Background: an optimization exercise with open tools, aiming at small area, a short achievable clock period and few clock cycles. Do not read the settings as production practice. Only simulation tests tie the RTL to the original design; equivalence was not proved.

## design/flow/run.sh

```bash
#!/bin/bash
# synth_recipe.tcl (not shown) runs the flow's synth.tcl, then flattens the netlist and writes it again
# the make line also repeats each setting of config.mk as NAME=value (left out here)
make -C /OpenROAD-flow-scripts/flow DESIGN_CONFIG=/design/flow/config.mk WORK_HOME=/design/flow/orfs CLKGATE_MAP_FILE= SYNTH_SCRIPT=/design/flow/synth_recipe.tcl finish
```

## design/flow/config.mk

```make
export PLATFORM = sky130hd
export DESIGN_NAME = qd_core
export DESIGN_NICKNAME = qd_core
export VERILOG_FILES = /design/flow/design.v
export SDC_FILE = /design/flow/constraint.sdc
export NUM_CORES = 4
export LEC_CHECK = 0
export CAP_MARGIN = 20
export CORE_MARGIN = 2
export CORE_UTILIZATION = 40
export SLEW_MARGIN = 20
```

## design/flow/constraint.sdc

```tcl
create_clock -name core_clock -period 16.0 [get_ports {clk}]
set_input_delay 3.2000 -clock core_clock [delete_from_list [all_inputs] [get_ports {clk}]]
set_output_delay 3.2000 -clock core_clock [all_outputs]
set_load 0.01 [all_outputs]
```

## design/flow/design.v

```verilog
module qd_core (
    input  wire        clk,
    input  wire        rst,             
    input  wire        req_valid,
    output wire        req_ready,
    input  wire [31:0] req_value,
    input  wire [31:0] req_cursor,
    input  wire [31:0] req_capacity,
    output reg         wr_valid,
    output reg  [31:0] wr_addr,
    output reg  [15:0] wr_data,
    output reg  [1:0]  wr_be,
    output wire        rsp_valid,
    output wire [31:0] rsp_cursor,
    output wire [3:0]  rsp_len,
    output wire        rsp_status
);
    localparam [2:0] PH_IDLE    = 3'd0,
                     PH_PREDICT = 3'd1,
                     PH_SCALE   = 3'd2,
                     PH_LEAD    = 3'd3,
                     PH_PAIR    = 3'd4,
                     PH_LAST    = 3'd5,
                     PH_DONE    = 3'd6;
    localparam [63:0] TENS = 64'h1400_0000_0000_0000;    
    function [60:0] scale_rom;
        input [5:0] ord;
        begin
            case (ord)
            6'd0: scale_rom = {4'd10, 57'h55E63B88};
            6'd1: scale_rom = {4'd10, 57'h55E63B88};
            6'd2: scale_rom = {4'd10, 57'h55E63B88};
            6'd3: scale_rom = {4'd10, 57'h55E63B88};
            6'd4: scale_rom = {4'd9, 57'h35AFE5357};
            6'd5: scale_rom = {4'd9, 57'h35AFE5357};
            6'd6: scale_rom = {4'd9, 57'h35AFE5357};
            6'd7: scale_rom = {4'd8, 57'h218DEF416B};
            6'd8: scale_rom = {4'd8, 57'h218DEF416B};
            6'd9: scale_rom = {4'd8, 57'h218DEF416B};
            6'd10: scale_rom = {4'd7, 57'h14F8B588E36};
            6'd11: scale_rom = {4'd7, 57'h14F8B588E36};
            6'd12: scale_rom = {4'd7, 57'h14F8B588E36};
            6'd13: scale_rom = {4'd7, 57'h14F8B588E36};
            6'd14: scale_rom = {4'd6, 57'hD1B71758E21};
            6'd15: scale_rom = {4'd6, 57'hD1B71758E21};
            6'd16: scale_rom = {4'd6, 57'hD1B71758E21};
            6'd17: scale_rom = {4'd5, 57'h83126E978D4F};
            6'd18: scale_rom = {4'd5, 57'h83126E978D4F};
            6'd19: scale_rom = {4'd5, 57'h83126E978D4F};
            6'd20: scale_rom = {4'd4, 57'h51EB851EB851E};
            6'd21: scale_rom = {4'd4, 57'h51EB851EB851E};
            6'd22: scale_rom = {4'd4, 57'h51EB851EB851E};
            6'd23: scale_rom = {4'd4, 57'h51EB851EB851E};
            6'd24: scale_rom = {4'd3, 57'h33333333333332};
            6'd25: scale_rom = {4'd3, 57'h33333333333332};
            6'd26: scale_rom = {4'd3, 57'h33333333333332};
            6'd27: scale_rom = {4'd2, 57'h1FFFFFFFFFFFFFF};
            6'd28: scale_rom = {4'd2, 57'h1FFFFFFFFFFFFFF};
            6'd29: scale_rom = {4'd2, 57'h1FFFFFFFFFFFFFF};
            6'd30: scale_rom = {4'd1, 57'h1FFFFFFFFFFFFFF};
            6'd31: scale_rom = {4'd1, 57'h1FFFFFFFFFFFFFF};
            6'd32: scale_rom = {4'd1, 57'h1FFFFFFFFFFFFFF};
            default: scale_rom = 61'd0;
            endcase
        end
    endfunction
    function [15:0] pair_rom;
        input [6:0] k;
        begin
            case (k)
            7'd0: pair_rom = 16'h3030;
            7'd1: pair_rom = 16'h3130;
            7'd2: pair_rom = 16'h3230;
            7'd3: pair_rom = 16'h3330;
            7'd4: pair_rom = 16'h3430;
            7'd5: pair_rom = 16'h3530;
            7'd6: pair_rom = 16'h3630;
            7'd7: pair_rom = 16'h3730;
            7'd8: pair_rom = 16'h3830;
            7'd9: pair_rom = 16'h3930;
            7'd10: pair_rom = 16'h3031;
            7'd11: pair_rom = 16'h3131;
            7'd12: pair_rom = 16'h3231;
            7'd13: pair_rom = 16'h3331;
            7'd14: pair_rom = 16'h3431;
            7'd15: pair_rom = 16'h3531;
            7'd16: pair_rom = 16'h3631;
            7'd17: pair_rom = 16'h3731;
            7'd18: pair_rom = 16'h3831;
            7'd19: pair_rom = 16'h3931;
            7'd20: pair_rom = 16'h3032;
            7'd21: pair_rom = 16'h3132;
            7'd22: pair_rom = 16'h3232;
            7'd23: pair_rom = 16'h3332;
            7'd24: pair_rom = 16'h3432;
            7'd25: pair_rom = 16'h3532;
            7'd26: pair_rom = 16'h3632;
            7'd27: pair_rom = 16'h3732;
            7'd28: pair_rom = 16'h3832;
            7'd29: pair_rom = 16'h3932;
            7'd30: pair_rom = 16'h3033;
            7'd31: pair_rom = 16'h3133;
            7'd32: pair_rom = 16'h3233;
            7'd33: pair_rom = 16'h3333;
            7'd34: pair_rom = 16'h3433;
            7'd35: pair_rom = 16'h3533;
            7'd36: pair_rom = 16'h3633;
            7'd37: pair_rom = 16'h3733;
            7'd38: pair_rom = 16'h3833;
            7'd39: pair_rom = 16'h3933;
            7'd40: pair_rom = 16'h3034;
            7'd41: pair_rom = 16'h3134;
            7'd42: pair_rom = 16'h3234;
            7'd43: pair_rom = 16'h3334;
            7'd44: pair_rom = 16'h3434;
            7'd45: pair_rom = 16'h3534;
            7'd46: pair_rom = 16'h3634;
            7'd47: pair_rom = 16'h3734;
            7'd48: pair_rom = 16'h3834;
            7'd49: pair_rom = 16'h3934;
            7'd50: pair_rom = 16'h3035;
            7'd51: pair_rom = 16'h3135;
            7'd52: pair_rom = 16'h3235;
            7'd53: pair_rom = 16'h3335;
            7'd54: pair_rom = 16'h3435;
            7'd55: pair_rom = 16'h3535;
            7'd56: pair_rom = 16'h3635;
            7'd57: pair_rom = 16'h3735;
            7'd58: pair_rom = 16'h3835;
            7'd59: pair_rom = 16'h3935;
            7'd60: pair_rom = 16'h3036;
            7'd61: pair_rom = 16'h3136;
            7'd62: pair_rom = 16'h3236;
            7'd63: pair_rom = 16'h3336;
            7'd64: pair_rom = 16'h3436;
            7'd65: pair_rom = 16'h3536;
            7'd66: pair_rom = 16'h3636;
            7'd67: pair_rom = 16'h3736;
            7'd68: pair_rom = 16'h3836;
            7'd69: pair_rom = 16'h3936;
            7'd70: pair_rom = 16'h3037;
            7'd71: pair_rom = 16'h3137;
            7'd72: pair_rom = 16'h3237;
            7'd73: pair_rom = 16'h3337;
            7'd74: pair_rom = 16'h3437;
            7'd75: pair_rom = 16'h3537;
            7'd76: pair_rom = 16'h3637;
            7'd77: pair_rom = 16'h3737;
            7'd78: pair_rom = 16'h3837;
            7'd79: pair_rom = 16'h3937;
            7'd80: pair_rom = 16'h3038;
            7'd81: pair_rom = 16'h3138;
            7'd82: pair_rom = 16'h3238;
            7'd83: pair_rom = 16'h3338;
            7'd84: pair_rom = 16'h3438;
            7'd85: pair_rom = 16'h3538;
            7'd86: pair_rom = 16'h3638;
            7'd87: pair_rom = 16'h3738;
            7'd88: pair_rom = 16'h3838;
            7'd89: pair_rom = 16'h3938;
            7'd90: pair_rom = 16'h3039;
            7'd91: pair_rom = 16'h3139;
            7'd92: pair_rom = 16'h3239;
            7'd93: pair_rom = 16'h3339;
            7'd94: pair_rom = 16'h3439;
            7'd95: pair_rom = 16'h3539;
            7'd96: pair_rom = 16'h3639;
            7'd97: pair_rom = 16'h3739;
            7'd98: pair_rom = 16'h3839;
            7'd99: pair_rom = 16'h3939;
            default: pair_rom = 16'h0000;
            endcase
        end
    endfunction
    reg  [2:0]  phase;
    reg  [31:0] v;        
    reg  [31:0] cur;      
    reg  [3:0]  nd;       
    reg  [56:0] pre;      
    reg  [63:0] frac;     
    reg  [3:0]  rem;      
    reg  [3:0]  len;      
    reg         st;       
    wire [32:0] w = {1'b0, v} + 33'd1;
    reg  [5:0]  ord;
    integer     i;
    always @(*) begin
        ord = 6'd32;
        for (i = 0; i <= 32; i = i + 1)
            if (w[i]) ord = 6'd32 - i[5:0];
    end
    wire [60:0] scale_word = scale_rom(ord);
    wire [63:0] scaled   = w * pre;
    wire [63:0] scaled_c = scaled + ((scaled >= TENS) ? {33'd0, v[31:1]} : 64'd0);
    wire [63:0] frac_x100 = {7'd0, frac[56:0]} * 64'd100;
    wire [63:0] frac_x10  = {7'd0, frac[56:0]} * 64'd10;
    wire        lead_pair = (frac >= TENS);
    function [2:0] after;
        input [3:0] r;
        begin
            if (r >= 4'd2)      after = PH_PAIR;
            else if (r == 4'd1) after = PH_LAST;
            else                after = PH_DONE;
        end
    endfunction
    always @(*) begin
        wr_valid = 1'b0;
        wr_addr  = cur;
        wr_data  = 16'h0000;
        wr_be    = 2'b00;
        case (phase)
            PH_LEAD: begin
                wr_valid = 1'b1;
                if (lead_pair) begin
                    wr_data = pair_rom(frac[63:57]);
                    wr_be   = 2'b11;
                end else begin
                    wr_data = {8'h00, 8'h30 + {1'b0, frac[63:57]}};
                    wr_be   = 2'b01;
                end
            end
            PH_PAIR: begin
                wr_valid = 1'b1;
                wr_data  = pair_rom(frac_x100[63:57]);
                wr_be    = 2'b11;
            end
            PH_LAST: begin
                wr_valid = 1'b1;
                wr_data  = {8'h00, 8'h30 + {1'b0, frac_x10[63:57]}};
                wr_be    = 2'b01;
            end
            default: ;
        endcase
        if (rst) wr_valid = 1'b0;
    end
    assign req_ready  = (phase == PH_IDLE);
    assign rsp_valid  = (phase == PH_DONE) && !rst;
    assign rsp_cursor = cur;
    assign rsp_len    = len;
    assign rsp_status = st;
    always @(posedge clk) begin
        if (rst) begin
            phase <= PH_IDLE;
        end else begin
            case (phase)
                PH_IDLE: if (req_valid) begin
                    v   <= req_value;
                    cur <= req_cursor;
                    len <= 4'd0;
                    if (req_capacity < 32'd10) begin
                        st    <= 1'b1;
                        phase <= PH_DONE;
                    end else begin
                        st    <= 1'b0;
                        phase <= PH_PREDICT;
                    end
                end
                PH_PREDICT: begin
                    nd    <= scale_word[60:57];
                    pre   <= scale_word[56:0];
                    phase <= PH_SCALE;
                end
                PH_SCALE: begin
                    frac  <= scaled_c;
                    rem   <= (nd >= 4'd2) ? nd - 4'd2 : 4'd0;
                    phase <= PH_LEAD;
                end
                PH_LEAD: begin
                    if (lead_pair) begin
                        cur <= cur + 32'd2;
                        len <= len + 4'd2;
                    end else begin
                        cur <= cur + 32'd1;
                        len <= len + 4'd1;
                    end
                    frac  <= {7'd0, frac[56:0]};
                    phase <= after(rem);
                end
                PH_PAIR: begin
                    cur   <= cur + 32'd2;
                    len   <= len + 4'd2;
                    frac  <= {7'd0, frac_x100[56:0]};
                    rem   <= rem - 4'd2;
                    phase <= after(rem - 4'd2);
                end
                PH_LAST: begin
                    cur   <= cur + 32'd1;
                    len   <= len + 4'd1;
                    frac  <= {7'd0, frac_x10[56:0]};
                    rem   <= 4'd0;
                    phase <= PH_DONE;
                end
                PH_DONE: phase <= PH_IDLE;
                default: phase <= PH_IDLE;
            endcase
        end
    end
endmodule
```

==> metrics.sh <==
STATUS='timing/DRC/antenna clean'
SYN_TO_FINAL_GROWTH_PCT=9.04
DP_HPWL_MM=183
CTSROOTBUFFERMASTER='clkbuf_16'
CRIT_PATH_MAX_FANOUT=31
NETLIST_TOP_CELLS_AREA='fa_1 (41%), ha_1 (9.6%), inv_1 (9.5%)'
SYNTH.MOST_COMMON_CELL='inv_1'
CRIT_TYPE='flop to flop'
SYNTH.YOSYS.WARNINGS=1
FINAL_ANTENNA_NET_COUNT=0
GRT_ANTENNA_BEFORE_REPAIR=3
FLOORPLAN.ROWS=153
CLOCK-SKEW-FINAL_PS=25.0
DRT-TOTAL-WL_MM=225
INITIAL_CORE_UTIL_PCT=40.2
SYNTH.AVG_CELL_AREA_UM2=8.84
FINAL_NET_COUNT=10024
DETAILEDROUTE.FIRSTPASSITERATIONCOUNT=6
FINAL_AREA_MM2=0.0763
CLKSLEWWORSTSETUPHOLDPATHS_PS=100
HOLD_VIOLATIONS=0
FIRST_GLOBAL_VIAS=58346
SYNTH-SEQ-CELLS=196
CTS.SINK_COUNT=196
HOLDCRITPATHCLASS='flop to flop'
SLEW_HEADROOM_PCT=19.9
DIEAREA_MM2=0.178
SYNTH_TOP_CELLS_BY_COUNT='inv_1 (1765), fa_1 (1437), nand2_1 (1022), ha_1 (534), and2_1 (527)'
GP_ROUTABILITY_CONGESTION=0.947
FINAL_CORE_UTIL_PCT=43.9
DIE_HEIGHT_UM=422
CP_DATA_ARRIVAL_TIME_PS=15610
TIMING.FMAX_MHz=65.8
NUM_VIAS=55122
SETUP_VIOL=0
FINALNONFILLERCELLS=10294
CTSLONGESTPATHBUFFERS=2
SYNTH_SEQ_AREA_SHARE_PCT=8.24
ASYNCSETRESETFLOPFRACSYNTH_PCT=0
GRT_UTIL_ALL_LAYERS_PCT=25.6
CTS_TREE='yes'
YOSYS.AREA.TOP_TYPE_SHARE_PCT=41.1
PORT_BUFFERS=184
POST-SYNTH-TOP-AREA-CELL='fa_1'
POST_ROUTE_CELLS_DRIVE_ABOVE_1_SHARE_PCT=4.44
CRIT_SLOWEST_CELL='fa_1'
DRT-VIAS-PER-INSTANCE=5.35
SYNTH_ENABLE_FLOP_CELLS=184
FIN_CRIT_PS=15190
CLK_LATENCY_PS=520
WORST-SLEW-PIN-TRANSITION_PS=1200
DETAILEDROUTE.FIRSTITERATIONVIOLATIONS=4300
SYNTH_TOP_FLOP_CELL='edfxtp_1'
SYNTHESIS.AREA_MM2=0.0700
DRT_DRC_VIOLATIONS_LEFT=0
CRITPATHLAUNCHTYPE='flop'
FINAL_MAX_SLEW_VIOL_COUNT=0
GRT_OVERFLOW=0
GRT_SETUP_UNREPAIRED='false'
WORST-R2R-CELL-COUNT=55
FP.DIEW_UM=422
NUMCTSBUFFERS=17
DETAIL_ROUTE.WL_PER_CELL_UM=21.9
HOLDPATHSTAGES=2
YS_TYPES=104
SETUP-TNS-FINAL_PS=0
GRT_START_MAX_NET_PINS=164
CRITICAL_PATH.ENDPOINT_TYPE='flop'
SYNTHCELLS=7915
WORST_EP_REQUIRED_TIME_PS=16420
HTREE_NUM_LEVELS=4
POST_DP_CELL_AREA_MM2=0.0750
GRT_PASS1_WL_MM=351
TIMING.MAX_CAP.VIOLATIONS=0
CRITICAL_PATH.MAX_STAGE_DELAY_PS=620
IOS=189
FLOORPLAN.CORE_AREA_MM2=0.174
FIN_CRIT_SH_PCT=94.9
NUMPLACEDINSTANCES=10210
CP_COMMON_CELL='fa_1'
-- registers in the layout, indices dropped and copies added, names as in the netlist, named ones only --
name / cells
frac: 64
rem: 4
nd: 4
len: 4
phase: 3
cur: 32
pre: 43
st: 1
v: 32
-- kinds of logic after synthesis --
group / synth area share (%)
AOI/OAI and AO/OA: 9.72
other: 0.00536
xor gates and xnor gates: 3.58
DFF: 8.24
muxes: 0.288
and+or+nand+nor: 15.8
buffers and inverters: 11.7
adders and majority gates: 50.7
-- worst paths after layout --
path	from	endpoint	slack, ps
worst min register to register	rem[0]	phase[0]	550
worst max-delay path	v[4]	flop	810
worst max register to register	v[4]	flop	810
worst min-delay path	rem[0]	phase[0]	550
-- layout make-up --
type | instances | area, um^2
Fill cell | 17247 | 97500
Sequential cell | 196 | 5770
Clock inverter | 15 | 211
Timing Repair Buffer | 395 | 3690
Clock buffer | 17 | 425
Inverter | 1767 | 6630
Tap cell | 2325 | 2910
Multi-Input combinational cell | 5577 | 56600
Antenna cell | 2 | 5.00
-- stage by stage --
step | worst slack [ps] | hold slack, ps
2_1_floorplan | 2270 | 487
3_3_place_gp | 75.3 | 520
3_5_place_dp | 62.1 | 526
4_1_cts | 86.3 | 549
5_1_grt | 30.2 | 576
6_report | 812 | 546
-- metal layers --
metal	vias to the layer above	GRT usage, %	wire length, um	share of wire, %
li1	24477	-	-	-
met1	27983	35.4	95700	42
met2	2281	40.1	101000	45
met3	379	5.92	21800	9.7
met4	2	7.42	7030	3.1
met5	-	0	11	0.0049
-- what timing repair did --
action,CTS,global route
hold buffers,0,0
gates resized for setup,0,32
setup endpoints to repair,2,10
buffers inserted,5,41
gates cloned,0,3
pin swaps,0,11
-- worst max-delay path, delay by kind of cell (launching register included) --
| kind | cells | cell delay [ps] |
|---|---|---|
| buffers and inverters | 11 | 1820 |
| AO/OA/AOI/OAI | 18 | 3820 |
| flip-flops | 1 | 520 |
| adder cells (fa/ha/maj) | 11 | 5150 |
| AND/OR/NAND/NOR | 13 | 3000 |
| XOR/XNOR | 2 | 680 |
-- placed cells by master (no fill, tap or decap), types with 15 or more instances in the layout --
cell type and instances:
a22oi_1 16, a21oi_1 305, nand4_1 40, o31ai_1 19, nand2b_1 45, xor2_1 95
xnor2_1 156, clkbuf_16 17, o21ai_0 173, a221oi_1 51, a31oi_1 35, o21a_1 32
clkdlybuf4s50_1 184, and3_1 46, fa_1 1437, nand2_1 1022, and2_1 526, nand3_1 90
o211ai_1 20, edfxtp_1 184, a211oi_1 23, o21bai_1 32, buf_4 187, nor2b_1 68
ha_1 532, nor2_1 229, or3_1 20, o22ai_1 19, buf_12 15, nor4_1 32
nor3_1 67, a21o_1 154, inv_1 1765
Testbench counts, summed over its fixed seeds: cycles 23,040.

## static timing again, ports no longer ideal
The results above use ideal ports. As a check the final layout listed here was re-extracted and re-timed, cells and wires unchanged. Step 1, drivers: a clkbuf_16 drives clk and a buf_2 each remaining input, both assumed. Step 2, shift: input delay + t, output delay - t, t = (earliest + latest rising clock arrival at the registers) / 2. This alone moves slack from input paths to output paths. a / b / c = no drivers / after step 1 / after step 2; a / b = the first two.
t (ns): 0.579
setup WS [ns]: 0.812 / 0.812 / 0.812
hold WS [ns]: 0.546 / 0.546 / 0.546
After both steps setup and hold are still met in this run. For this run, drivers alone change the setup slack by 0.000 ns; drivers and shift together by 0.000 ns.
